Source: an optimization exercise on an open RTL-to-GDS flow (aim: small area, a short achievable clock period and few clock cycles). Production flows keep margins and buffers that such runs may drop.
RTL that was checked went through simulation tests only; none was proved equivalent to the original.
Function not checked in runs 3 to 5: the RTL went through the layout flow alone.
Power and IR drop assume default switching activity.

==> flow/design.v <==
`timescale 1ns/10ps
module pjv_madd (
    input  wire [15:0] pos,
    input  wire [15:0] jdm,
    input  wire [15:0] klen,
    input  wire [7:0]  jfreq,
    input  wire        sa,
    input  wire        sbj,
    input  wire        sbp,
    input  wire        sbf,
    input  wire        m255,
    input  wire        cin,
    output wire [15:0] y,
    output wire        w
);
    wire [15:0] a = sa ? jdm : pos;
    wire [15:0] b = (sbj ? jdm : 16'd0) | (sbp ? pos : 16'd0) | (sbf ? {8'd0, jfreq} : 16'd0);
    wire [15:0] m = m255 ? 16'd255 : klen;
    wire [16:0] s = {1'b0, a} + {1'b0, b} + {16'd0, cin};
    wire [15:0] nm = ~m;
    wire [15:0] cs_x = a ^ b ^ nm;
    wire [15:0] cs_c = (a & b) | (a & nm) | (b & nm);
    wire [17:0] t = {2'b11, cs_x} + {1'b0, cs_c, 1'b1} + {17'd0, cin};
    assign w = ~t[17];
    assign y = w ? t[15:0] : s[15:0];
endmodule
module pjv_add8 (
    input  wire [7:0] a,
    input  wire [7:0] b,
    input  wire       cin,
    output wire [7:0] y
);
    wire [7:0] p = a ^ b;
    wire [7:0] g = a & b;
    wire [7:0] g1, p1;
    assign g1[0] = g[0] | (p[0] & cin);
    assign p1[0] = 1'b0;
    genvar i;
    generate
        for (i = 1; i < 8; i = i + 1) begin : l1
            assign g1[i] = g[i] | (p[i] & g[i-1]);
            assign p1[i] = p[i] & p[i-1];
        end
    endgenerate
    wire [7:0] g2, p2;
    assign g2[0] = g1[0];
    assign p2[0] = 1'b0;
    assign g2[1] = g1[1] | (p1[1] & cin);
    assign p2[1] = 1'b0;
    generate
        for (i = 2; i < 8; i = i + 1) begin : l2
            assign g2[i] = g1[i] | (p1[i] & g1[i-2]);
            assign p2[i] = p1[i] & p1[i-2];
        end
    endgenerate
    wire [7:0] c;
    assign c[0] = g2[0];
    assign c[1] = g2[1];
    assign c[2] = g2[2] | (p2[2] & cin);
    assign c[3] = g2[3] | (p2[3] & cin);
    generate
        for (i = 4; i < 8; i = i + 1) begin : l3
            assign c[i] = g2[i] | (p2[i] & g2[i-4]);
        end
    endgenerate
    assign y = p ^ {c[6:0], cin};
endmodule
module pjv_rddec (
    input  wire [3:0]  addr,
    input  wire        kvalid,
    output wire [10:1] sel
);
    assign sel[1]  = (addr == 4'd1);
    assign sel[2]  = (addr == 4'd2);
    assign sel[3]  = (addr == 4'd3);
    assign sel[4]  = (addr == 4'd4);
    assign sel[5]  = (addr == 4'd5);
    assign sel[6]  = (addr == 4'd6);
    assign sel[7]  = (addr == 4'd7);
    assign sel[8]  = (addr == 4'd8) & kvalid;
    assign sel[9]  = (addr == 4'd9) & kvalid;
    assign sel[10] = (addr == 4'd10) & kvalid;
endmodule
module pjv_errval (
    input  wire [3:0]  errsub,
    input  wire [16:0] klen8,
    output wire        err,
    output wire [1:0]  errcode,
    output reg  [16:0] errexp
);
    localparam [3:0] SUB_HEADER = 4'd1, SUB_LENGTH = 4'd3, SUB_TRUNCATED = 4'd4,
                     SUB_KEYLEN = 4'd5, SUB_BADCMD = 4'd7, SUB_DLEN = 4'd8;
    assign err     = (errsub != 4'd0);
    assign errcode = (errsub == SUB_BADCMD || errsub == SUB_DLEN) ? 2'd1 :
                     err ? 2'd2 : 2'd0;
    always @(*) begin
        case (errsub)
            SUB_TRUNCATED: errexp = 17'd8;
            SUB_HEADER:    errexp = 17'hFF;
            SUB_LENGTH:    errexp = klen8;
            SUB_KEYLEN:    errexp = 17'd4;
            SUB_DLEN:      errexp = 17'd4096;
            default:       errexp = 17'd0;
        endcase
    end
endmodule
module pjv_rdsel (
    input  wire [10:1] sel,
    input  wire        kvalid,
    input  wire        ok,
    input  wire        err,
    input  wire [1:0]  errcode,
    input  wire [3:0]  errsub,
    input  wire [16:0] errexp,
    input  wire [31:0] erract,
    input  wire [31:0] kbuf_len,
    input  wire [31:0] dlen,
    input  wire [15:0] klen,
    input  wire [7:0]  jfreq,
    input  wire [23:0] jlen,
    output wire [31:0] rdata
);
    assign rdata = ({32{sel[1]}}  & {29'd0, err, ok, kvalid}) |
                   ({32{sel[2]}}  & {30'd0, errcode}) |
                   ({32{sel[3]}}  & {28'd0, errsub}) |
                   ({32{sel[4]}}  & {15'd0, errexp}) |
                   ({32{sel[5]}}  & erract) |
                   ({32{sel[6]}}  & kbuf_len) |
                   ({32{sel[7]}}  & dlen) |
                   ({32{sel[8]}}  & {16'd0, klen}) |
                   ({32{sel[9]}}  & {24'd0, jfreq}) |
                   ({32{sel[10]}} & {8'd0, jlen});
endmodule
`timescale 1ns/10ps
module pjv_engine (
    input  wire        clk,
    input  wire        rst,
    input  wire        reg_we,
    input  wire [3:0]  reg_addr,
    input  wire [31:0] reg_wdata,
    output reg  [31:0] reg_rdata,
    input  wire        kbuf_wr,       
    output wire        busy,
    output wire        kmem_re,
    output wire [16:0] kmem_addr,
    input  wire [7:0]  kmem_rdata,
    output wire        dmem_re,
    output wire [11:0] dmem_raddr,
    input  wire [7:0]  dmem_rdata,
    output wire        dmem_we,
    output wire [11:0] dmem_waddr,
    output wire [7:0]  dmem_wdata
);
    localparam [3:0] R_CMD = 4'd0, R_STATUS = 4'd1, R_ERRCODE = 4'd2,
                     R_ERRSUB = 4'd3, R_ERREXP = 4'd4, R_ERRACT = 4'd5,
                     R_KBUF_LEN = 4'd6, R_DLEN = 4'd7, R_KLEN = 4'd8,
                     R_JFREQ = 4'd9, R_JLEN = 4'd10;
    localparam [3:0] SUB_HEADER = 4'd1, SUB_FINALIZER = 4'd2, SUB_LENGTH = 4'd3,
                     SUB_TRUNCATED = 4'd4, SUB_KEYLEN = 4'd5, SUB_NOKEY = 4'd6,
                     SUB_BADCMD = 4'd7, SUB_DLEN = 4'd8;
    reg st_idle;    
    reg st_kd;      
    reg st_jd;      
    reg st_ji;      
    reg st_js;      
    reg st_run;     
    reg        kvalid, ok;
    reg [3:0]  errsub;
    reg [31:0] erract, kbuf_len, dlen;
    reg [15:0] klen;
    reg [7:0]  jfreq;
    reg [23:0] jlen;
    reg [15:0] jdm;
    reg        dir;         
    reg [15:0] pos;         
    reg        pol;         
    reg        sa, sbj, sbp, sbf;   
    reg        v1;          
    reg        ks;          
    reg        vw;          
    reg [7:0]  wsum;        
    assign busy = ~st_idle;
    wire [11:0] wi   = erract[11:0];    
    wire [3:0]  pass = erract[15:12];   
    wire        wl   = erract[16];      
    wire        n1   = erract[17];      
    wire        n2   = erract[27];      
    wire [11:0] widx = {erract[31:28], erract[25:18]};   
    wire [5:0]  bc   = erract[23:18];   
    wire [3:0]  kc   = erract[29:26];   
    wire        cb   = erract[30];      
    wire        jb   = erract[31];      
    wire [8:0]  jint = dlen[21:13];     
    wire [8:0]  jint_f = {jint[7:0], 1'b0} + {7'd0, cb & jb, cb ^ jb};
    wire [8:0]  cnt  = dlen[30:22];     
    wire        jmp  = dlen[31];        
    wire [16:0] klen8 = {1'b0, klen} + 17'd8;
    wire [10:1] rsel;
    wire [31:0] rdata;
    pjv_rddec u_rddec (
        .addr     (reg_addr),
        .kvalid   (kvalid),
        .sel      (rsel)
    );
    wire        err;
    wire [1:0]  errcode;
    wire [16:0] errexp;
    pjv_errval u_errval (
        .errsub   (errsub),
        .klen8    (klen8),
        .err      (err),
        .errcode  (errcode),
        .errexp   (errexp)
    );
    pjv_rdsel u_rdsel (
        .sel      (rsel),
        .kvalid   (kvalid),
        .ok       (ok),
        .err      (err),
        .errcode  (errcode),
        .errsub   (errsub),
        .errexp   (errexp),
        .erract   (erract),
        .kbuf_len (kbuf_len),
        .dlen     (dlen),
        .klen     (klen),
        .jfreq    (jfreq),
        .jlen     (jlen),
        .rdata    (rdata)
    );
    always @(*) reg_rdata = rdata;
    wire        ph = ~bc[0];
    wire [15:0] ma_y;
    wire        ma_w;
    pjv_madd u_madd (
        .pos    (pos),
        .jdm    (jdm),
        .klen   (klen),
        .jfreq  (jfreq),
        .sa     (sa),
        .sbj    (sbj),
        .sbp    (sbp),
        .sbf    (sbf),
        .m255   (st_ji),
        .cin    (st_run | (st_jd & cb)),
        .y      (ma_y),
        .w      (ma_w)
    );
    wire [11:0] nm1    = dlen[11:0] - 12'd1;         
    wire [11:0] ri     = wl ? 12'd0 : wi + 12'd1;    
    wire        done   = wl && (pass == 4'd10);
    wire        issue  = st_run && !done && !(n1 && (v1 || vw)) && !(n2 && v1 && vw);
    wire [7:0]  nbyte;
    pjv_add8 u_add8 (
        .a   (dmem_rdata),
        .b   (kmem_rdata ^ {8{ks}}),
        .cin (ks),
        .y   (nbyte)
    );
    assign dmem_we    = vw;
    assign dmem_waddr = widx;
    assign dmem_wdata = wsum;
    assign dmem_raddr = ri;
    assign dmem_re    = issue;
    wire        kd_lo   = st_kd && !kc[3] && (kc[2:0] != 3'd7);
    assign kmem_addr = kd_lo ? {14'd0, kc[2:0]} : ({1'b0, pos} + 17'd7);
    assign kmem_re   = issue | (st_kd && !kc[3]);
    wire [7:0]  kb = kmem_rdata;      
    task automatic finish_cmd(input [3:0] sub, input [31:0] act_v);
        begin
            ok      <= (sub == 4'd0);
            errsub  <= sub;
            erract  <= act_v;
        end
    endtask
    task automatic finish(input [3:0] sub, input [31:0] act_v);
        begin
            ok      <= (sub == 4'd0);
            errsub  <= sub;
            erract  <= act_v;
            pos     <= 16'd0;      
            st_idle <= 1'b1;
            st_kd   <= 1'b0;
            st_jd   <= 1'b0;
            st_ji   <= 1'b0;
            st_js   <= 1'b0;
            st_run  <= 1'b0;
        end
    endtask
    always @(posedge clk) begin
        if (rst) begin
            st_idle  <= 1'b1;
            st_kd    <= 1'b0;
            st_jd    <= 1'b0;
            st_ji    <= 1'b0;
            st_js    <= 1'b0;
            st_run   <= 1'b0;
            kvalid   <= 1'b0;
            ok       <= 1'b0;
            errsub   <= 4'd0;
            erract   <= 32'd0;
            pos      <= 16'd0;
            kbuf_len <= 32'd0;
            dlen     <= 32'd0;
            v1       <= 1'b0;
            vw       <= 1'b0;
        end else begin
            v1 <= issue;
            vw <= v1;
            if (v1) begin
                wsum <= nbyte;
                {erract[31:28], erract[25:18]} <= wi;
            end
            if (st_idle) begin
                if (kbuf_wr)
                    kvalid <= 1'b0;
                if (reg_we) begin
                    case (reg_addr)
                        R_KBUF_LEN: begin
                            kbuf_len <= reg_wdata;
                            kvalid   <= 1'b0;
                        end
                        R_DLEN: dlen <= reg_wdata;
                        R_CMD: begin
                            if (reg_wdata == 32'd1) begin
                                kvalid <= 1'b0;
                                if (kbuf_len < 32'd8)
                                    finish_cmd(SUB_TRUNCATED, kbuf_len);
                                else begin
                                    erract[29:26]      <= 4'd0;
                                    st_idle <= 1'b0;
                                    st_kd   <= 1'b1;
                                end
                            end else if (reg_wdata == 32'd2 || reg_wdata == 32'd3) begin
                                dir <= reg_wdata[0];
                                if (!kvalid)
                                    finish_cmd(SUB_NOKEY, 32'd0);
                                else if (dlen > 32'd4096)
                                    finish_cmd(SUB_DLEN, dlen);
                                else begin
                                    erract[31:30] <= 2'b00;
                                    sa  <= 1'b0;
                                    sbj <= 1'b0;
                                    sbp <= 1'b1;
                                    sbf <= 1'b0;
                                    erract[23:18]      <= 6'd17;
                                    st_idle <= 1'b0;
                                    st_ji   <= 1'b1;
                                end
                            end else begin
                                finish_cmd(SUB_BADCMD, reg_wdata);
                            end
                        end
                        default: ;
                    endcase
                end
            end
            if (st_kd) begin
                erract[29:26] <= kc + 4'd1;
                case (kc)
                    4'd1: if (kb != 8'hFF) finish(SUB_HEADER, {24'd0, kb});
                    4'd2: klen[15:8] <= kb;
                    4'd3: klen[7:0]  <= kb;
                    4'd4: begin
                        jfreq <= kb;
                        pos   <= klen;
                        erract[31] <= (kbuf_len != {15'd0, klen8});   
                    end
                    4'd5: begin
                        jlen[23:16] <= kb;
                        if (jb)
                            finish(SUB_LENGTH, kbuf_len);
                        else if (klen < 16'd4)
                            finish(SUB_KEYLEN, {30'd0, kbuf_len[1:0]});   
                    end
                    4'd6: jlen[15:8]  <= kb;
                    4'd7: jlen[7:0]   <= kb;
                    4'd8: begin
                        if (kb != 8'h00)
                            finish(SUB_FINALIZER, {24'd0, kb});
                        else begin
                            pos   <= 16'd0;
                            jdm   <= 16'd0;
                            erract[30]    <= jlen[23];
                            sa  <= 1'b0;
                            sbj <= 1'b0;
                            sbp <= 1'b1;
                            sbf <= 1'b0;
                            erract[23:18]    <= 6'd47;
                            st_kd <= 1'b0;
                            st_jd <= 1'b1;
                        end
                    end
                    default: ;
                endcase
            end
            if (st_jd) begin
                erract[23:18] <= bc - 6'd1;
                sa  <= !ph;
                sbj <= !ph;
                sbp <= ph;
                if (!ph) begin
                    pos <= ma_y;
                    erract[30]  <= ma_w;
                end else begin
                    jdm <= ma_y;
                    erract[30]  <= (bc[5:1] == 5'd0) ? 1'b0 : jlen[bc[5:1] - 5'd1];
                    if (bc == 6'd0) begin
                        kvalid <= 1'b1;
                        finish(4'd0, 32'd0);
                    end
                end
            end
            if (st_ji) begin
                pos <= ma_y;
                if (!ph) begin
                    dlen[21:13] <= jint_f;
                    erract[30]  <= ma_w;
                    erract[31]  <= dlen[4 + bc[4:1]];
                    sbp <= 1'b0;
                    sbf <= dlen[4 + bc[4:1]];
                end else begin
                    erract[31]  <= ma_w;
                    sbp <= 1'b1;
                    sbf <= 1'b0;
                end
                erract[23:18] <= bc - 6'd1;
                if (bc[4:0] == 5'd0) begin
                    st_ji <= 1'b0;
                    st_js <= 1'b1;
                end
            end
            if (st_js) begin
                if (jint_f < 9'd2) begin
                    dlen[21:13] <= 9'd2;
                    dlen[30:22] <= 9'd2;
                end else begin
                    dlen[21:13] <= jint_f;
                    dlen[30:22] <= jint_f;
                end
                dlen[31]  <= 1'b0;
                sa  <= 1'b0;
                sbj <= 1'b0;
                sbp <= 1'b0;
                sbf <= 1'b0;
                pos  <= 16'd0;
                pol  <= 1'b0;
                erract[11:0]   <= nm1;
                erract[17]   <= (nm1 == 12'd0);
                erract[27]   <= (nm1 == 12'd1);
                erract[16]   <= 1'b1;
                erract[15:12] <= 4'd0;
                st_js <= 1'b0;
                if (dlen[12:0] == 13'd0) begin
                    dlen[31:13] <= 19'd0;
                    finish(4'd0, 32'd0);
                end
                else
                    st_run <= 1'b1;
            end
            if (issue) begin
                erract[11:0]   <= ri;
                erract[16]   <= (ri == nm1);
                if (wl)
                    erract[15:12] <= pass + 4'd1;
                ks   <= (dir != pol);
                pos  <= ma_y;
                if (jmp) begin
                    dlen[30:22] <= jint;
                    pol <= ~pol;
                end else begin
                    dlen[30:22] <= cnt - 9'd1;
                end
                dlen[31] <= !jmp && (cnt == 9'd2);
                sbj      <= !jmp && (cnt == 9'd2);
            end
            if (st_run && done && !v1) begin
                dlen[31:13] <= 19'd0;
                finish(4'd0, 32'd0);
            end
        end
    end
endmodule
==> flow/flow/run.sh <==
#!/bin/bash
# Standard ORFS layout, with the smallest plain buffers on the ports (timing
# repair sizes up the ones that need it) and no dummy balancing loads in the
# clock tree.
set -euo pipefail
export BUFFER_PORTS_ARGS="-buffer_cell sky130_fd_sc_hd__buf_1"
export CTS_ARGS="-sink_clustering_enable -repair_clock_nets -dont_use_dummy_load"
bash standard.sh > standard.log 2>&1
==> flow/standard.sh <==
#!/bin/bash
# synth_recipe.tcl (not shown) runs the flow's synth.tcl, then flattens the netlist and writes it again
# the make line also repeats each setting of config.mk as NAME=value (left out here)
make -C /OpenROAD-flow-scripts/flow DESIGN_CONFIG=/design/flow/config.mk WORK_HOME=/design/flow/orfs CLKGATE_MAP_FILE= SYNTH_SCRIPT=/design/flow/synth_recipe.tcl "${@:-finish}"
==> flow/config.mk <==
export PLATFORM = sky130hd
export DESIGN_NAME = pjv_engine
export DESIGN_NICKNAME = pjv_engine
export VERILOG_FILES = /design/flow/design.v
export SDC_FILE = /design/flow/constraint.sdc
export NUM_CORES = 4
export LEC_CHECK = 0
export CAP_MARGIN = 20
export CORE_MARGIN = 2
export CORE_UTILIZATION = 50
export SETUP_SLACK_MARGIN = 4.0
export SLEW_MARGIN = 20
export SYNTH_HIERARCHICAL = 1
export SYNTH_MINIMUM_KEEP_SIZE = 0
export TNS_END_PERCENT = 0
==> flow/constraint.sdc <==
create_clock -name core_clock -period 8.0 [get_ports {clk}]
set_input_delay 1.6000 -clock core_clock [delete_from_list [all_inputs] [get_ports {clk}]]
set_output_delay 1.6000 -clock core_clock [all_outputs]
set_load 0.01 [all_outputs]
==> results of run 1 <==
-- cell usage in the layout, fill, tap and decap left out, types with 59 or more instances in the layout --
cell and n:
buf_1 116, nor2_1 154, ha_1 60, xor2_1 59
a21oi_1 164, nand2_1 270, edfxtp_1 79, a22oi_1 77
o21ai_0 118, nand3_1 70, xnor2_1 63, dfxtp_1 125
buf_4 74, inv_1 88
-- modules after synthesis (local to each module, per instance) --
module	flops+latches	cells	copies in the design	area [µm²]
pjv_add8	0	47	1	350.3
pjv_engine	205	1572	1	12870
pjv_errval	0	44	1	274.0
pjv_madd	0	309	1	2535
pjv_rddec	0	15	1	103.8
pjv_rdsel	0	125	1	874.6
-- sequential cells by signal (all words and copies together), names as in the netlist, 4 cells and up --
signal	flops
dlen	32
erract	32
kbuf_len	32
jlen	24
jdm	16
klen	16
pos	16
jfreq	8
wsum	8
errsub	4
-- where the power goes --
part           switching, µW  internal (µW)
clock                    442            544
combinational            316            190
sequential              27.8           1100
-- worst reg2reg max path, stage by stage, from the launching register on --
cell	delay (ns)
edfxtp_1	0.41
buf_12	0.17
a222oi_1	0.56
fa_1	0.52
ha_1	0.24
fa_1	0.47
nand2b_1	0.19
a21oi_1	0.25
o21ai_0	0.28
o31ai_1	0.32
xnor2_1	0.17
mux2i_1	0.16
nand2_1	0.09
o21ai_0	0.08
a22o_1	0.20
-- layer usage --
layer,up-vias,share of wire (%)
met1,8874,40
li1,8051,-
met3,256,14
met4,0,5.2
met5,-,0
met2,1436,42
-- final cells by class --
type / count / area (µm²) / share of cell area (%)
diodes: 1 / 2.502 / 0.01301
clock buffers: 25 / 625.6 / 3.252
inverters: 89 / 334.1 / 1.737
multi-input cells: 1676 / 11260 / 58.55
flip-flops and latches: 205 / 4896 / 25.45
well taps: 448 / 560.5 / 2.914
repair buffers: 234 / 1555 / 8.085
-- cells by family after synthesis --
logic type / after synthesis
buffers and inverters: 232
XOR/XNOR: 123
multiplexers: 69
AND/OR/NAND/NOR: 761
AO/OA/AOI/OAI: 642
adder cells (fa/ha/maj): 80
flip-flops: 205
-- through the flow --
step | util, % | cell area (µm²) | std cells | worst slack [ns] | power, µW
detailed placement | 53.23 | 17850 | 2607 | 3.087 | 1614
global route | 57.36 | 19230 | 2677 | 3.477 | 2696
CTS | 56.95 | 19100 | 2667 | 3.612 | 2600
finish | 57.37 | 19240 | 2678 | 3.489 | 2619
global placement | 53.16 | 17830 | 2606 | 2.805 | 1608
floorplan | - | 17020 | 2112 | 3.983 | 1468
-- final timing paths --
check                             to  slack [ns]  cells after the start               from
setup / recovery             dmem_re        3.49                      5      v1$_SDFF_PP0_
hold / removal      st_ji$_SDFF_PP0_        0.48                      1   st_ji$_SDFF_PP0_
setup reg to reg  pos[14]$_SDFF_PP0_        3.80                     14  sbp$_SDFFCE_PP0N_
hold reg to reg     st_ji$_SDFF_PP0_        0.48                      1   st_ji$_SDFF_PP0_
-- timing repair --
action | 4_1_cts | 5_1_grt
endpoints found under the setup margin | 98 | 124
resized for setup | 63 | 6
cloned | 4 | 2
hold buffers | 0 | 0
pin swaps | 16 | 5
buffers inserted | 31 | 8
==> impl_metrics.json, run 1 <==
{
  "outcome": "finished clean",
  "drt_pass1_iterations": 9,
  "synth-async-reset-ratio_pct": 0,
  "period_share_pct": 56.38,
  "synthTopCellsByCount": "nand2_1 (270), a21oi_1 (164), nor2_1 (159)",
  "synth_compound_area_share_pct": 25.78,
  "synth_edf_count": 79,
  "rsz0062_at_grt": "true",
  "grt_max_degree": 38,
  "synth_top_cell_by_area": "dfxtp_1",
  "drt_iter0_markers": 2682,
  "holdWs_ns": 0.4817,
  "path_clk_slew_ns": 0.06,
  "pin_count": 141,
  "yosysSeqAreaShare_pct": 28.78,
  "fin_setup_tns_ns": 0,
  "antenna_found_initial": 1,
  "die_x_um": 188.4,
  "netlist_area_um2": 17010,
  "vias": 18620,
  "dpl.hpwl_mm": 54.40,
  "overflow": 0,
  "ys_ff_latch": 205,
  "hold_class": "flip-flop to flip-flop",
  "max_freq_mhz": 221.7,
  "ir_worst_vdd_mv": 0.1710,
  "drv_cap": 0,
  "num-nets-final": 2367,
  "fin_skew_ns": 0.04888,
  "grt_pass1_wl_mm": 111.8,
  "setup_violations": 0,
  "place_congestion": 1.024,
  "worstSetupStartpointType": "flip-flop",
  "yosysTopAreaCellShare_pct": 14.83,
  "area_growth_pct": 13.12,
  "powerDensity_nw_per_um2": 136.2,
  "yosysUniqueCellTypes": 95,
  "synth_most_common_cell": "nand2_1",
  "globalRoute.busiestLayer": "met2",
  "synthFlopType": "dfxtp_1",
  "drive_gt1_share_pct": 10.59,
  "grt_usage_pct": 41.58,
  "dieArea_um2": 35500,
  "cts-htree-levels": 1,
  "clkLatencyLatePin_ns": 0.57,
  "maxSlewViolCount": 0,
  "ant_nets": 0,
  "synth_nets": 2248,
  "synth.avg_cell_area_um2": 8.052,
  "synth_top_family_by_area": "compound AO/OA/AOI/OAI gates",
  "drc": 0,
  "cts_tree": "built",
  "yosys_warnings": 8,
  "cts_buffers": 25,
  "cpMostUsedCell": "inv_1",
  "critPathMaxStageDelay_ns": 0.69,
  "die_y_um": 188.4,
  "initial_utilization_pct": 50.71,
  "critPathMaxFanout": 21,
  "worst_pin_slew_ns": 1.082,
  "coreArea_um2": 33530,
  "cp.required_ns": 6.40,
  "gr-usage-met3_pct": 9.778,
  "yosys.area_share.simple_pct": 21.51,
  "critPathSlowestCell": "dfxtp_2",
  "via_per_inst": 6.952,
  "synthAdderAreaFrac_pct": 6.769,
  "num-fill-cells": 3228,
  "wirelength_mm": 75.65,
  "relSlewSlack_pct": 27.34,
  "use_met1_pct": 57.92,
  "clkSinkCount": 205,
  "muxShareOfSynthArea_pct": 4.709,
  "p_leak_uw": 0.007225,
  "critPathTopFamily": "buffers and inverters",
  "hold_viol_final": 0,
  "globalRouteMet2Util_pct": 60.98,
  "cts_buffer_depth": 3,
  "grt_pass1_vias": 17350,
  "rows": 67,
  "synth.area.top_cells": "dfxtp_1 (15%), edfxtp_1 (14%), nand2_1 (6.0%)",
  "wl_per_cell_um": 28.25,
  "synthCells": 2112,
  "endpoint_kind": "primary output",
  "setup.worst_path.class": "flip-flop to primary output",
  "path_buf_inv": 4,
  "port_buffers": 140,
  "synth_xor_area_share_pct": 6.416,
  "min_period_ns": 4.511,
  "cts_root_buffer": "clkbuf_16",
  "path_cells": "inv_1, o2111ai_4, buf_4, inv_1, buf_1",
  "crit_arrival_ns": 2.91
}
Testbench counts, summed over its fixed seeds: cycles 301,710.
==> run 2: changes to the inputs <==
==> flow/flow/run.sh (replaced) <==
#!/bin/bash
# Standard ORFS layout, with plain buffers (not delay cells) on the ports and
# a clock tree of sink clusters of up to 20 flip-flops, without dummy
# balancing loads.
set -euo pipefail
export BUFFER_PORTS_ARGS="-buffer_cell sky130_fd_sc_hd__buf_2"
export CTS_ARGS="-sink_clustering_enable -repair_clock_nets -dont_use_dummy_load -sink_clustering_size 20 -sink_clustering_max_diameter 80"
bash standard.sh > standard.log 2>&1
==> impl_metrics.json, run 2 <==
{
  "top_regs": "dlen x32, erract x32, kbuf_len x32",
  "synth_top_cell_by_area": "dfxtp_1",
  "cts_buffers": 19,
  "critPathSlowestCell": "nor2_4",
  "netlist_area_um2": 17010,
  "hold_class": "flip-flop to flip-flop",
  "area_growth_pct": 12.21,
  "mostFrequentLayoutCells": "nand2_1 (270), a21oi_1 (164), nor2_1 (154)",
  "worstSetupStartpointType": "input pin",
  "worst_pin_slew_ns": 1.151,
  "rows": 67,
  "cts_tree": "built",
  "grt_max_degree": 44,
  "vias": 18550,
  "synth_edf_count": 79,
  "power.switching_uw": 763.6,
  "drv_cap": 0,
  "initial_utilization_pct": 50.71,
  "dpl.hpwl_mm": 54.47,
  "pre_cts_ws_ns": 2.940,
  "num-nets-final": 2355,
  "switching_share_pct": 30.91,
  "port_buffers": 140,
  "die_y_um": 188.4,
  "cts_buffer_depth": 3,
  "place_congestion": 1.025,
  "drc": 0,
  "min_period_ns": 4.507,
  "final_common_cell": "nand2_1",
  "overflow": 0,
  "critPathMaxFanout": 12,
  "setup_violations": 0,
  "powerDensity_nw_per_um2": 129.5,
  "p_int_uw": 1707,
  "synthTopCellsByCount": "nand2_1 (270), a21oi_1 (164), nor2_1 (159)",
  "path_clk_slew_ns": 0.09,
  "power_frac_comb_pct": 20.3,
  "maxSlewViolCount": 0,
  "cts-htree-levels": 1,
  "via_per_inst": 6.954,
  "synth_most_common_cell": "nand2_1",
  "path_cells": "buf_8, nand2b_4, buf_4, nor2_4, a222oi_1, nand3_1, buf_2",
  "grt_pass1_wl_mm": 111.5,
  "relSlewSlack_pct": 22.46,
  "synthCells": 2112,
  "synth.area.top_cells": "dfxtp_1 (15%), edfxtp_1 (14%), nand2_1 (6.0%)",
  "grt_usage_pct": 41.48,
  "clkLatencyLatePin_ns": 0.55,
  "cp.required_ns": 6.40,
  "ant_nets": 0,
  "fin_skew_ns": 0.07936,
  "pin_count": 141,
  "drive_gt1_share_pct": 14.98,
  "setup_slack_ns": 3.493,
  "outcome": "finished clean",
  "fin_setup_tns_ns": 0,
  "synth.avg_cell_area_um2": 8.052,
  "setup.worst_path.class": "input pin to primary output",
  "clkSinkCount": 205,
  "drt_pass1_iterations": 8,
  "p_leak_uw": 0.007494,
  "drt_iter0_markers": 2628,
  "num-fill-cells": 3195,
  "antenna_found_initial": 5,
  "hold_viol_final": 0,
  "dieArea_um2": 35500,
  "die_x_um": 188.4,
  "synth-async-reset-ratio_pct": 0,
  "yosysTopAreaCellShare_pct": 14.83,
  "synth_nets": 2248,
  "crit_arrival_ns": 2.91,
  "grt_pass1_vias": 17350,
  "coreArea_um2": 33530,
  "ir_worst_vdd_mv": 0.1438,
  "ys_ff_latch": 205,
  "yosysUniqueCellTypes": 95,
  "critPathMaxStageDelay_ns": 0.44,
  "cts_root_buffer": "clkbuf_16",
  "pwr-share-clk_pct": 34.0,
  "sequentialPowerShare_pct": 45.7,
  "hold_buffers": 0,
  "synthFlopType": "dfxtp_1",
  "wirelength_mm": 75.22,
  "max_freq_mhz": 221.9,
  "endpoint_kind": "primary output",
  "yosysSeqAreaShare_pct": 28.78,
  "period_share_pct": 56.34,
  "yosys_warnings": 8,
  "rsz0062_at_grt": "true",
  "wl_per_cell_um": 28.20
}
-- run 2: cell counts after synthesis --
No cell type changed its count.
-- run 2: path summary, 6_finish.rpt --
check / to / cells past startpoint / slack [ns] / start
hold / removal: kbuf_len[24]$_SDFFE_PP0P_ / 2 / 0.51 / kbuf_len[24]$_SDFFE_PP0P_
hold reg to reg: kbuf_len[24]$_SDFFE_PP0P_ / 2 / 0.51 / kbuf_len[24]$_SDFFE_PP0P_
setup reg to reg: pos[14]$_SDFF_PP0_ / 15 / 3.75 / sbj$_DFFE_PN_
setup / recovery: reg_rdata[5] / 7 / 3.49 / reg_addr[0]
-- run 2: cell families (layout without fill, tap and decap cells) --
family / Yosys count / in the layout / synth area share (%)
XOR/XNOR: 123 / 123 / 6.416
flip-flops: 205 / 205 / 28.78
AO/OA/AOI/OAI: 642 / 642 / 25.78
AND/OR/NAND/NOR: 761 / 762 / 21.51
buffers and inverters: 232 / 336 / 6.026
multiplexers: 69 / 69 / 4.709
adder cells (fa/ha/maj): 80 / 80 / 6.769
other: 0 / 2 / 0
-- run 2: worst max-delay path, delay by kind of cell --
family,cells,cell delay [ns]
AOI/OAI and AO/OA,1,0.15
buffers and inverters,3,0.43
and+or+nand+nor,3,0.72
-- run 2: power groups by stage --
stage	sequential, µW	clock [µW]	combinational, µW
6_report	1130	840	502
5_1_grt	1130	872	540
4_1_cts	1130	842	486
3_5_place_dp	1150	0	461
3_3_place_gp	1150	0	454
2_1_floorplan	1130	0	336
-- run 2: layer usage --
metal / vias up / track usage (%) / routed length (µm)
met5: - / 0 / 63
li1: 8010 / - / -
met4: 2 / 19.44 / 4259
met2: 1467 / 60.98 / 31050
met1: 8766 / 56.74 / 29790
met3: 300 / 11.01 / 10060
-- run 2: final cells by class --
| type | count | area [µm²] | share of cell area (%) |
|---|---|---|---|
| Sequential cell | 205 | 4895 | 25.65 |
| Clock buffer | 19 | 475.5 | 2.492 |
| Antenna cell | 2 | 5.005 | 0.02623 |
| Tap cell | 448 | 560.5 | 2.938 |
| Inverter | 89 | 334.1 | 1.751 |
| Timing Repair Buffer | 228 | 1597 | 8.367 |
| Multi-Input combinational cell | 1676 | 11220 | 58.78 |
-- run 2: timing repair --
| item | CTS | global route |
|---|---|---|
| gates resized for setup | 36 | 4 |
| setup buffers | 30 | 13 |
| gates cloned | 3 | 0 |
| setup endpoints to repair | 94 | 111 |
| pin swaps | 16 | 3 |
-- run 2: Yosys stat by module, one instance, submodules excluded --
module / flip-flops and latches / cell area (µm²)
pjv_add8: 0 / 350.3
pjv_engine: 205 / 12870
pjv_errval: 0 / 274.0
pjv_madd: 0 / 2535
pjv_rddec: 0 / 103.8
pjv_rdsel: 0 / 874.6
-- run 2: through the flow --
step           util [%]  area (µm²)  instances  total power (µW)  hold WS, ns
2_1_floorplan         -       17020       2112              1468       0.4588
3_3_place_gp      53.54       17950       2599              1609       0.4929
3_5_place_dp      53.54       17950       2599              1615       0.4989
4_1_cts           56.53       18960       2651              2454       0.5110
5_1_grt           56.89       19080       2665              2541       0.5326
6_report          56.91       19080       2667              2471       0.5141
==> run 3: changes to the inputs <==
--- a/flow/design.v
+++ b/flow/design.v
@@ -106,3 +106,5 @@
 endmodule
-module pjv_rdsel (
+module pjv_rdsel16 #(
+    parameter HI = 0             
+) (
     input  wire [10:1] sel,
@@ -120,14 +122,15 @@
     input  wire [23:0] jlen,
-    output wire [31:0] rdata
+    output wire [15:0] rdata
 );
-    assign rdata = ({32{sel[1]}}  & {29'd0, err, ok, kvalid}) |
-                   ({32{sel[2]}}  & {30'd0, errcode}) |
-                   ({32{sel[3]}}  & {28'd0, errsub}) |
-                   ({32{sel[4]}}  & {15'd0, errexp}) |
-                   ({32{sel[5]}}  & erract) |
-                   ({32{sel[6]}}  & kbuf_len) |
-                   ({32{sel[7]}}  & dlen) |
-                   ({32{sel[8]}}  & {16'd0, klen}) |
-                   ({32{sel[9]}}  & {24'd0, jfreq}) |
-                   ({32{sel[10]}} & {8'd0, jlen});
+    wire [31:0] all = ({32{sel[1]}}  & {29'd0, err, ok, kvalid}) |
+                      ({32{sel[2]}}  & {30'd0, errcode}) |
+                      ({32{sel[3]}}  & {28'd0, errsub}) |
+                      ({32{sel[4]}}  & {15'd0, errexp}) |
+                      ({32{sel[5]}}  & erract) |
+                      ({32{sel[6]}}  & kbuf_len) |
+                      ({32{sel[7]}}  & dlen) |
+                      ({32{sel[8]}}  & {16'd0, klen}) |
+                      ({32{sel[9]}}  & {24'd0, jfreq}) |
+                      ({32{sel[10]}} & {8'd0, jlen});
+    assign rdata = HI ? all[31:16] : all[15:0];
 endmodule
@@ -197,8 +200,13 @@
     wire [16:0] klen8 = {1'b0, klen} + 17'd8;
-    wire [10:1] rsel;
+    wire [10:1] rsel_lo, rsel_hi;
     wire [31:0] rdata;
-    pjv_rddec u_rddec (
+    pjv_rddec u_rddec_lo (
         .addr     (reg_addr),
         .kvalid   (kvalid),
-        .sel      (rsel)
+        .sel      (rsel_lo)
+    );
+    pjv_rddec u_rddec_hi (
+        .addr     (reg_addr),
+        .kvalid   (kvalid),
+        .sel      (rsel_hi)
     );
@@ -214,4 +222,20 @@
     );
-    pjv_rdsel u_rdsel (
-        .sel      (rsel),
+    pjv_rdsel16 #(.HI(0)) u_rdsel_lo (
+        .sel      (rsel_lo),
+        .kvalid   (kvalid),
+        .ok       (ok),
+        .err      (err),
+        .errcode  (errcode),
+        .errsub   (errsub),
+        .errexp   (errexp),
+        .erract   (erract),
+        .kbuf_len (kbuf_len),
+        .dlen     (dlen),
+        .klen     (klen),
+        .jfreq    (jfreq),
+        .jlen     (jlen),
+        .rdata    (rdata[15:0])
+    );
+    pjv_rdsel16 #(.HI(1)) u_rdsel_hi (
+        .sel      (rsel_hi),
         .kvalid   (kvalid),
@@ -228,3 +252,3 @@
         .jlen     (jlen),
-        .rdata    (rdata)
+        .rdata    (rdata[31:16])
     );
==> flow/flow/run.sh (replaced) <==
#!/bin/bash
# Standard ORFS layout, with plain buffers (not delay cells) on the ports and
# no dummy balancing loads in the clock tree.
set -euo pipefail
export BUFFER_PORTS_ARGS="-buffer_cell sky130_fd_sc_hd__buf_2"
export CTS_ARGS="-sink_clustering_enable -repair_clock_nets -dont_use_dummy_load"
bash standard.sh > standard.log 2>&1
--- a/flow/config.mk
+++ b/flow/config.mk
@@ -9,3 +9,4 @@
 export CORE_MARGIN = 2
-export CORE_UTILIZATION = 50
+export CORE_UTILIZATION = 55
+export PLACE_DENSITY = 0.75
 export SETUP_SLACK_MARGIN = 4.0
==> impl_metrics.json, run 3 <==
{
  "path_clk_slew_ns": 0.06,
  "postLayoutCellArea_um2": 19180,
  "crit_arrival_ns": 2.87,
  "cts_tree": "built",
  "worstSetupStartpointType": "flip-flop",
  "drc": 0,
  "cts_buffers": 25,
  "grt_usage_pct": 44.51,
  "drive_gt1_share_pct": 16.19,
  "antenna_found_initial": 0,
  "cts_root_buffer": "clkbuf_16",
  "worstRegToRegCells": 15,
  "power_frac_comb_pct": 19.0,
  "min_period_ns": 4.471,
  "cts-htree-levels": 1,
  "hold_depth": 2,
  "netlist_area_um2": 17280,
  "synth_nets": 2214,
  "die_x_um": 181.3,
  "outcome": "finished clean",
  "critPathMaxFanout": 30,
  "p_leak_uw": 0.007525,
  "max_freq_mhz": 223.7,
  "pwr-share-clk_pct": 37.3,
  "final_common_cell": "nand2_1",
  "holdWs_ns": 0.5599,
  "sequentialPowerShare_pct": 43.7,
  "initial_utilization_pct": 56.20,
  "placed_area_um2": 17940,
  "place_congestion": 1.078,
  "pre_cts_ws_ns": 2.800,
  "yosys_warnings": 8,
  "area_growth_pct": 10.97,
  "coreArea_um2": 30750,
  "setup_slack_ns": 3.529,
  "worst_pin_slew_ns": 1.247,
  "grt_pass1_vias": 17160,
  "hp-start": "kbuf_len[25]$_SDFFE_PP0P_",
  "mostFrequentLayoutCells": "nand2_1 (196), nor2_1 (188), buf_2 (136)",
  "hold_viol_final": 0,
  "ant_nets": 0,
  "synth.avg_cell_area_um2": 8.316,
  "overflow": 0,
  "ir_worst_vdd_mv": 0.1677,
  "port_buffers": 140,
  "vias": 18770,
  "wl_per_cell_um": 29.65,
  "switching_share_pct": 29.64,
  "setup_violations": 0,
  "fin_skew_ns": 0.07242,
  "drt_pass1_iterations": 8,
  "timing.rr.start": "jfreq[0]$_DFFE_PP_",
  "min_to": "kbuf_len[25]$_SDFFE_PP0P_",
  "period_share_pct": 55.89,
  "drv_cap": 0,
  "top_regs": "dlen x32, erract x32, kbuf_len x32",
  "p_int_uw": 1823,
  "synthCells": 2078,
  "rsz0062_at_grt": "true",
  "maxSlewViolCount": 0,
  "power.switching_uw": 767.8,
  "grt_pass1_wl_mm": 110.4,
  "wirelength_mm": 75.84,
  "hold_buffers": 0,
  "cts_buffer_depth": 3,
  "powerDensity_nw_per_um2": 135.1,
  "rows": 64,
  "ff2ff_setup_slack_ns": 3.76,
  "clkSinkCount": 205,
  "grt_max_degree": 57,
  "drt_iter0_markers": 3271,
  "hold_class": "flip-flop to flip-flop",
  "r2r-end": "pos[14]$_SDFF_PP0_",
  "cp.required_ns": 6.40,
  "via_per_inst": 7.338,
  "diodes": 0,
  "fin_setup_tns_ns": 0,
  "relSlewSlack_pct": 16.62,
  "num-nets-final": 2300,
  "pin_count": 141,
  "dieArea_um2": 32860,
  "setup.worst_path.class": "flip-flop to primary output",
  "endpoint_kind": "primary output",
  "die_y_um": 181.3,
  "dpl.hpwl_mm": 54.58,
  "clkLatencyLatePin_ns": 0.56
}
==> run 3: cell count changes in the layout (fill, tap and decap cells not counted), moves of 12 or more <==
cell      before  now
nor2_1       154  188
o211ai_1      24   12
nand2_1      270  196
buf_4         68   56
a22o_1        21   50
o21ai_1        4   18
a21oi_1      164  131
o21ai_0      119   97
==> run 3: worst max path at each step <==
| stage | start | end | slack [ns] |
|---|---|---|---|
| 5_1_grt | klen[8]$_DFFE_PP_ | reg_rdata[15] | 3.54 |
| 6_report | erract[16]$_SDFF_PP0_ | kmem_re | 3.53 |
| 3_3_place_gp | reg_addr[0] | reg_rdata[0] | 2.80 |
| 3_5_place_dp | reg_addr[0] | reg_rdata[0] | 2.80 |
| 4_1_cts | reg_addr[3] | reg_rdata[5] | 3.63 |
| 2_1_floorplan | reg_addr[0] | reg_rdata[27] | 3.96 |
==> run 3: per-layer routing <==
layer / vias to the layer above / global-route usage (%) / wire [µm]
met3: 346 / 13.91 / 11380
met4: 0 / 22.80 / 4859
met2: 1601 / 63.23 / 30330
li1: 7932 / - / -
met1: 8892 / 60.58 / 29260
met5: - / 0.5926 / 0
==> run 3: timing repair <==
action	4_1_cts	5_1_grt
resized for setup	36	6
gates cloned	1	0
setup endpoints to repair	99	125
pin swaps	11	3
setup buffers	22	20
==> run 3: final cells by class <==
class,count,area [µm²]
clock buffers,25,625.6
inverters,79,300.3
flip-flops and latches,205,4895
well taps,396,495.5
fillers,2744,11570
multi-input cells,1646,11480
repair buffers,207,1381
==> run 3: critical path, cell delays in order, from the launching register on <==
cell,delay [ns]
dfxtp_1,0.90
nand4b_1,0.55
o2111ai_2,0.27
buf_4,0.40
nand2_1,0.09
buf_2,0.15
==> run 3: per-stage QoR <==
stage | utilization (%) | total power, µW | cells
after floorplan | - | 1464 | 2078
after global placement | 58.30 | 1596 | 2490
after detailed placement | 58.33 | 1603 | 2490
after CTS | 61.79 | 2565 | 2538
after global routing | 62.37 | 2658 | 2558
final | 62.37 | 2590 | 2558
==> run 3: power by group through the flow <==
stage	Sequential (µW)	Combinational (µW)	Clock, µW
after floorplan	1130	330	0
after global placement	1160	439	0
after detailed placement	1160	447	0
after CTS	1130	467	965
after global routing	1130	525	1000
final	1130	492	966
==> run 4: changes to the inputs <==
--- a/flow/design.v
+++ b/flow/design.v
@@ -136,2 +136,33 @@
 endmodule
+module pjv_cmddec (
+    input  wire        we,
+    input  wire [3:0]  addr,
+    input  wire [31:0] wdata,
+    output wire        wr_kbuf_len,
+    output wire        wr_dlen,
+    output wire        cmd,
+    output wire        cmd_kdec,
+    output wire        cmd_xf
+);
+    assign wr_kbuf_len = we && (addr == 4'd6);
+    assign wr_dlen     = we && (addr == 4'd7);
+    assign cmd         = we && (addr == 4'd0);
+    assign cmd_kdec    = (wdata == 32'd1);
+    assign cmd_xf      = (wdata[31:1] == 31'd1);    
+endmodule
+module pjv_kaddr (
+    input  wire        lo,
+    input  wire [2:0]  kc,
+    input  wire [15:0] pos,
+    output wire [16:0] addr
+);
+    assign addr = lo ? {14'd0, kc} : ({1'b0, pos} + 17'd7);
+endmodule
+module pjv_rnext (
+    input  wire        wl,
+    input  wire [11:0] wi,
+    output wire [11:0] ri
+);
+    assign ri = wl ? 12'd0 : wi + 12'd1;
+endmodule
 `timescale 1ns/10ps
@@ -273,3 +304,8 @@
     wire [11:0] nm1    = dlen[11:0] - 12'd1;         
-    wire [11:0] ri     = wl ? 12'd0 : wi + 12'd1;    
+    wire [11:0] ri;                                  
+    pjv_rnext u_rnext (
+        .wl (wl),
+        .wi (wi),
+        .ri (ri)
+    );
     wire        done   = wl && (pass == 4'd10);
@@ -289,5 +325,21 @@
     wire        kd_lo   = st_kd && !kc[3] && (kc[2:0] != 3'd7);
-    assign kmem_addr = kd_lo ? {14'd0, kc[2:0]} : ({1'b0, pos} + 17'd7);
+    pjv_kaddr u_kaddr (
+        .lo   (kd_lo),
+        .kc   (kc[2:0]),
+        .pos  (pos),
+        .addr (kmem_addr)
+    );
     assign kmem_re   = issue | (st_kd && !kc[3]);
     wire [7:0]  kb = kmem_rdata;      
+    wire        wr_kbuf_len, wr_dlen, cmd, cmd_kdec, cmd_xf;
+    pjv_cmddec u_cmddec (
+        .we          (reg_we),
+        .addr        (reg_addr),
+        .wdata       (reg_wdata),
+        .wr_kbuf_len (wr_kbuf_len),
+        .wr_dlen     (wr_dlen),
+        .cmd         (cmd),
+        .cmd_kdec    (cmd_kdec),
+        .cmd_xf      (cmd_xf)
+    );
     task automatic finish_cmd(input [3:0] sub, input [31:0] act_v);
@@ -340,41 +392,37 @@
                     kvalid <= 1'b0;
-                if (reg_we) begin
-                    case (reg_addr)
-                        R_KBUF_LEN: begin
-                            kbuf_len <= reg_wdata;
-                            kvalid   <= 1'b0;
+                if (wr_kbuf_len) begin
+                    kbuf_len <= reg_wdata;
+                    kvalid   <= 1'b0;
+                end
+                if (wr_dlen)
+                    dlen <= reg_wdata;
+                if (cmd) begin
+                    if (cmd_kdec) begin
+                        kvalid <= 1'b0;
+                        if (kbuf_len < 32'd8)
+                            finish_cmd(SUB_TRUNCATED, kbuf_len);
+                        else begin
+                            erract[29:26]      <= 4'd0;
+                            st_idle <= 1'b0;
+                            st_kd   <= 1'b1;
                         end
-                        R_DLEN: dlen <= reg_wdata;
-                        R_CMD: begin
-                            if (reg_wdata == 32'd1) begin
-                                kvalid <= 1'b0;
-                                if (kbuf_len < 32'd8)
-                                    finish_cmd(SUB_TRUNCATED, kbuf_len);
-                                else begin
-                                    erract[29:26]      <= 4'd0;
-                                    st_idle <= 1'b0;
-                                    st_kd   <= 1'b1;
-                                end
-                            end else if (reg_wdata == 32'd2 || reg_wdata == 32'd3) begin
-                                dir <= reg_wdata[0];
-                                if (!kvalid)
-                                    finish_cmd(SUB_NOKEY, 32'd0);
-                                else if (dlen > 32'd4096)
-                                    finish_cmd(SUB_DLEN, dlen);
-                                else begin
-                                    erract[31:30] <= 2'b00;
-                                    sa  <= 1'b0;
-                                    sbj <= 1'b0;
-                                    sbp <= 1'b1;
-                                    sbf <= 1'b0;
-                                    erract[23:18]      <= 6'd17;
-                                    st_idle <= 1'b0;
-                                    st_ji   <= 1'b1;
-                                end
-                            end else begin
-                                finish_cmd(SUB_BADCMD, reg_wdata);
-                            end
+                    end else if (cmd_xf) begin
+                        dir <= reg_wdata[0];
+                        if (!kvalid)
+                            finish_cmd(SUB_NOKEY, 32'd0);
+                        else if (dlen > 32'd4096)
+                            finish_cmd(SUB_DLEN, dlen);
+                        else begin
+                            erract[31:30] <= 2'b00;
+                            sa  <= 1'b0;
+                            sbj <= 1'b0;
+                            sbp <= 1'b1;
+                            sbf <= 1'b0;
+                            erract[23:18]      <= 6'd17;
+                            st_idle <= 1'b0;
+                            st_ji   <= 1'b1;
                         end
-                        default: ;
-                    endcase
+                    end else begin
+                        finish_cmd(SUB_BADCMD, reg_wdata);
+                    end
                 end
==> impl_metrics.json, run 4 <==
{
  "outcome": "finished clean",
  "wl_per_cell_um": 30.02,
  "cp.required_ns": 6.40,
  "dieArea_um2": 32610,
  "min_period_ns": 4.473,
  "drc": 0,
  "endpoint_kind": "primary output",
  "area_growth_pct": 11.82,
  "coreArea_um2": 30670,
  "critPathMaxFanout": 9,
  "crit_arrival_ns": 2.87,
  "path_clk_slew_ns": 0.06,
  "drive_gt1_share_pct": 16.41,
  "hold_viol_final": 0,
  "holdWs_ns": 0.5111,
  "drv_cap": 0,
  "grt_usage_pct": 46.33,
  "clkSinkCount": 205,
  "dr_wl_met2_mm": 32.89,
  "hold_buffers": 0,
  "drt_iter0_markers": 3483,
  "netlist_area_um2": 17150,
  "ir_worst_vdd_mv": 0.1481,
  "place_congestion": 1.081,
  "yosys_warnings": 8,
  "drt_pass1_iterations": 9,
  "cts_buffers": 25,
  "wirelength_mm": 78.86,
  "synthCells": 2137,
  "wl_met1_mm": 28.69,
  "highest_layer": "met5",
  "totalPowerFinal_uw": 2624,
  "grt_pass1_vias": 17710,
  "ff2ff_setup_slack_ns": 3.71,
  "overflow": 0,
  "p_leak_uw": 0.007532,
  "mostFrequentLayoutCells": "nand2_1 (291), a21oi_1 (192), buf_2 (136)",
  "antenna_found_initial": 3,
  "cts_tree": "built",
  "final_common_cell": "nand2_1",
  "powerDensity_nw_per_um2": 136.8,
  "pin_count": 141,
  "hold_class": "flip-flop to flip-flop",
  "setup.worst_path.class": "flip-flop to primary output",
  "relSlewSlack_pct": 23.44,
  "grt_max_degree": 57,
  "via_per_inst": 7.298,
  "grt_pass1_wl_mm": 114.7,
  "worst_pin_slew_ns": 1.145,
  "synth_nets": 2273,
  "setup_violations": 0,
  "synth.avg_cell_area_um2": 8.025,
  "num-nets-final": 2368,
  "num-fill-cells": 2723,
  "initial_utilization_pct": 55.92,
  "fin_setup_tns_ns": 0,
  "cts_buffer_depth": 3,
  "cts-htree-levels": 1,
  "rows": 64,
  "top_regs": "dlen x32, erract x32, kbuf_len x32",
  "vias": 19170,
  "max_freq_mhz": 223.6,
  "cts_root_buffer": "clkbuf_16",
  "port_buffers": 140,
  "clkLatencyLatePin_ns": 0.54,
  "dpl.hpwl_mm": 57.15,
  "die_x_um": 180.6,
  "rsz0062_at_grt": "true",
  "maxSlewViolCount": 0,
  "worstSetupStartpointType": "flip-flop",
  "period_share_pct": 55.91,
  "fin_skew_ns": 0.03106,
  "wl_met3_mm": 11.47,
  "ant_nets": 0,
  "die_y_um": 180.6
}
-- run 4: final cells by class --
class                   instances  area, µm²  area share (%)
flip-flops and latches        205       4896           25.53
clock buffers                  25      625.6           3.262
repair buffers                221       1408           7.340
diodes                          1      2.502         0.01305
well taps                     396      495.5           2.584
multi-input cells            1698      11450           59.69
inverters                      81      304.0           1.585
-- run 4: path summary, 6_finish.rpt --
path,startpoint,to,cells past startpoint
max reg2reg,st_ji$_SDFF_PP0_,pos[7]$_SDFF_PP0_,13
min reg2reg,st_run$_SDFF_PP0_,st_run$_SDFF_PP0_,2
min,st_run$_SDFF_PP0_,st_run$_SDFF_PP0_,2
max,erract[3]$_SDFF_PP0_,dmem_raddr[11],4
-- run 4: where the power goes --
| part | leakage (µW) | switching, µW | total (µW) | internal [µW] |
|---|---|---|---|---|
| registers | 0.00174 | 34.1 | 1130 | 1100 |
| logic | 0.00548 | 330 | 510 | 180 |
| clock network | 0.000308 | 435 | 979 | 544 |
-- run 4: routing by layer --
layer | vias to the layer above | global-route usage (%)
met2 | 1692 | 69.15
met4 | 6 | 24.87
li1 | 8101 | -
met1 | 8960 | 60.03
met5 | - | 0
met3 | 412 | 14.23
-- run 4: repair_timing --
action | in CTS | in global routing
pin swaps | 11 | 8
buffers inserted | 23 | 24
setup endpoints to repair | 118 | 120
hold endpoints to repair | 0 | 0
gates resized for setup | 38 | 10
cloned | 1 | 1
-- run 4: through the flow --
step / std cells / util (%) / setup WS [ns] / cell area (µm²)
floorplan: 2137 / - / 3.967 / 17160
finish: 2627 / 62.53 / 3.527 / 19180
detailed placement: 2552 / 58.42 / 2.533 / 17920
CTS: 2601 / 61.68 / 3.595 / 18920
global placement: 2552 / 58.38 / 2.647 / 17910
global route: 2626 / 62.52 / 3.526 / 19170
-- run 4: critical path: stages (launching register included) --
cell     delay, ns
dfxtp_1       0.83
nand4_1       0.32
or4_1         0.54
a21oi_1       0.42
buf_2         0.22
==> run 5: changes to the inputs <==
--- a/flow/config.mk
+++ b/flow/config.mk
@@ -9,4 +9,4 @@
 export CORE_MARGIN = 2
-export CORE_UTILIZATION = 55
-export PLACE_DENSITY = 0.75
+export CORE_UTILIZATION = 62
+export PLACE_DENSITY = 0.8
 export SETUP_SLACK_MARGIN = 4.0
==> impl_metrics.json, run 5 <==
{
  "drv_cap": 0,
  "yosys_warnings": 8,
  "grt_pass1_vias": 17940,
  "critPathMaxFanout": 8,
  "num-nets-final": 2364,
  "outcome": "finished clean",
  "hold_viol_final": 0,
  "placed_cells": 2494,
  "mostFrequentLayoutCells": "nand2_1 (291), a21oi_1 (193), buf_2 (136)",
  "num-fill-cells": 2205,
  "hold_class": "flip-flop to flip-flop",
  "ff2ff_setup_slack_ns": 3.56,
  "cts-htree-levels": 1,
  "min_period_ns": 4.517,
  "dieArea_um2": 29010,
  "use_met1_pct": 65.89,
  "globalRoute.busiestLayer": "met2",
  "p_leak_uw": 0.007524,
  "antenna_found_initial": 1,
  "netlist_area_um2": 17150,
  "place_congestion": 1.104,
  "drc": 0,
  "powerDensity_nw_per_um2": 135.4,
  "cp-startpoint": "reg_addr[3]",
  "drt_pass1_iterations": 9,
  "postLayoutCellArea_um2": 19110,
  "setup.worst_path.class": "input pin to primary output",
  "wirelength_mm": 75.90,
  "multi_input_comb_area_um2": 11440,
  "grt_usage_pct": 51.06,
  "synthCells": 2137,
  "endpoint_kind": "primary output",
  "initial_utilization_pct": 63.46,
  "via_per_inst": 7.577,
  "synth.avg_cell_area_um2": 8.025,
  "ant_nets": 0,
  "dpl.hpwl_mm": 54.30,
  "drive_gt1_share_pct": 16.08,
  "vias": 19460,
  "cts_buffers": 24,
  "pin_count": 141,
  "grt_max_degree": 58,
  "wl_per_cell_um": 29.56,
  "worst_pin_slew_ns": 1.075,
  "placed_area_um2": 17820,
  "hp-start": "kbuf_len[19]$_SDFFE_PP0P_",
  "crit_arrival_ns": 2.92,
  "cts_root_buffer": "clkbuf_16",
  "relSlewSlack_pct": 27.79,
  "rows": 60,
  "max_freq_mhz": 221.4,
  "synth_nets": 2273,
  "holdWs_ns": 0.4979,
  "fin_cells": 2568,
  "drt_iter0_markers": 3870,
  "gr-usage-met3_pct": 16.35,
  "final_common_cell": "nand2_1",
  "die_y_um": 170.3,
  "top_regs": "dlen x32, erract x32, kbuf_len x32",
  "fin_setup_tns_ns": 0,
  "clkSinkCount": 205,
  "port_buffers": 140,
  "fin_skew_ns": 0.03061,
  "overflow": 0,
  "path_clk_slew_ns": 0.06,
  "cts_tree": "built",
  "period_share_pct": 56.46,
  "area_growth_pct": 11.42,
  "globalRouteMet2Util_pct": 75.49,
  "die_x_um": 170.3,
  "cts_buffer_depth": 3,
  "timing.rr.start": "sbf$_SDFFCE_PP0N_",
  "seq_area_um2": 4897,
  "ir_worst_vdd_mv": 0.1604,
  "fin_util_pct": 70.71,
  "worstSetupStartpointType": "input pin",
  "clkLatencyLatePin_ns": 0.54,
  "cp.required_ns": 6.40,
  "coreArea_um2": 27030,
  "setup_violations": 0,
  "maxSlewViolCount": 0,
  "grt_pass1_wl_mm": 111.0,
  "rsz0062_at_grt": "true"
}
-- run 5: critical path: stages --
cell and delay [ns]:
buf_12 0.11, nand2b_4 0.20, buf_12 0.14, nor2_4 0.07, a22o_1 0.23, a221oi_2 0.18
nand4_1 0.19, buf_2 0.20
-- run 5: layout make-up --
type / count / area share [%]
multi-input combinational: 1698 / 59.86
tap: 341 / 2.233
clock buffer: 24 / 3.143
sequential: 205 / 25.63
antenna: 1 / 0.01309
inverter: 81 / 1.591
timing repair buffer: 218 / 7.536
-- run 5: where the power goes --
group          switching [µW]  internal [µW]  leakage, µW
sequential               32.5           1100      0.00174
combinational             324            181      0.00548
clock                     428            523     0.000296
total                     784           1800      0.00752
-- run 5: worst paths after layout --
kind | end | depth (start not counted)
worst max-delay path | reg_rdata[1] | 8
worst min-delay path | kbuf_len[19]$_SDFFE_PP0P_ | 2
worst max register to register | pos[12]$_SDFF_PP0_ | 12
worst min register to register | kbuf_len[19]$_SDFFE_PP0P_ | 2
-- run 5: per-stage QoR --
stage	setup slack, ns	total power, µW
2_1_floorplan	3.967	1460
3_3_place_gp	2.708	1594
3_5_place_dp	2.574	1607
4_1_cts	3.580	2543
5_1_grt	3.505	2637
6_report	3.483	2588
-- run 5: layer usage --
layer,up-vias,wire length (µm)
met5,-,0
met4,0,5618
met3,472,12790
met2,1905,31240
met1,8982,26260
li1,8099,-
-- run 5: timing repair --
action | CTS | global route
hold buffers | 0 | 0
buffers inserted | 30 | 17
endpoints found under the hold margin | 0 | 0
pin swaps | 13 | 4
gates resized for setup | 44 | 7
setup endpoints to repair | 114 | 109
gates cloned | 2 | 0

-- static timing again, ports no longer ideal --
Ports are ideal in the flow. The routed layouts listed here were re-timed in OpenROAD. Step 1, drivers: a clkbuf_16 drives clk and a buf_2 each remaining input, both assumed. Step 2 times the ports against the registers' clock, not the clock port: input delays grow and output delays shrink by t, the midpoint of the rising clock arrivals with the driver on. a / b / c = no drivers / after step 1 / after step 2; a / b = the first two.
run | t, ns | slack for setup (ns) | hold slack, ns | worst slew at a driven data input, ns | pins driven straight from the clock port
run 1 | 0.601 | 3.489 / 3.433 / 3.073 | 0.482 / 0.482 / 0.482 | 0.10 | 1
run 2 | 0.565 | 3.493 / 3.447 / 3.004 | 0.514 / 0.514 / 0.514 | 0.07 | 1
run 3 | 0.586 | 3.529 / 3.472 / 3.074 | 0.560 / 0.560 / 0.560 | 0.09 | 1
run 4 | 0.583 | 3.527 / 3.471 / 3.115 | 0.511 / 0.511 / 0.511 | 0.07 | 1
run 5 | 0.580 | 3.483 / 3.412 / 3.010 | 0.498 / 0.498 / 0.498 | 0.08 | 1
After both steps setup and hold are still met in every run listed. The setup slack of run 2, which loses most, moves by -0.046 ns with the drivers and by -0.489 ns with both steps.
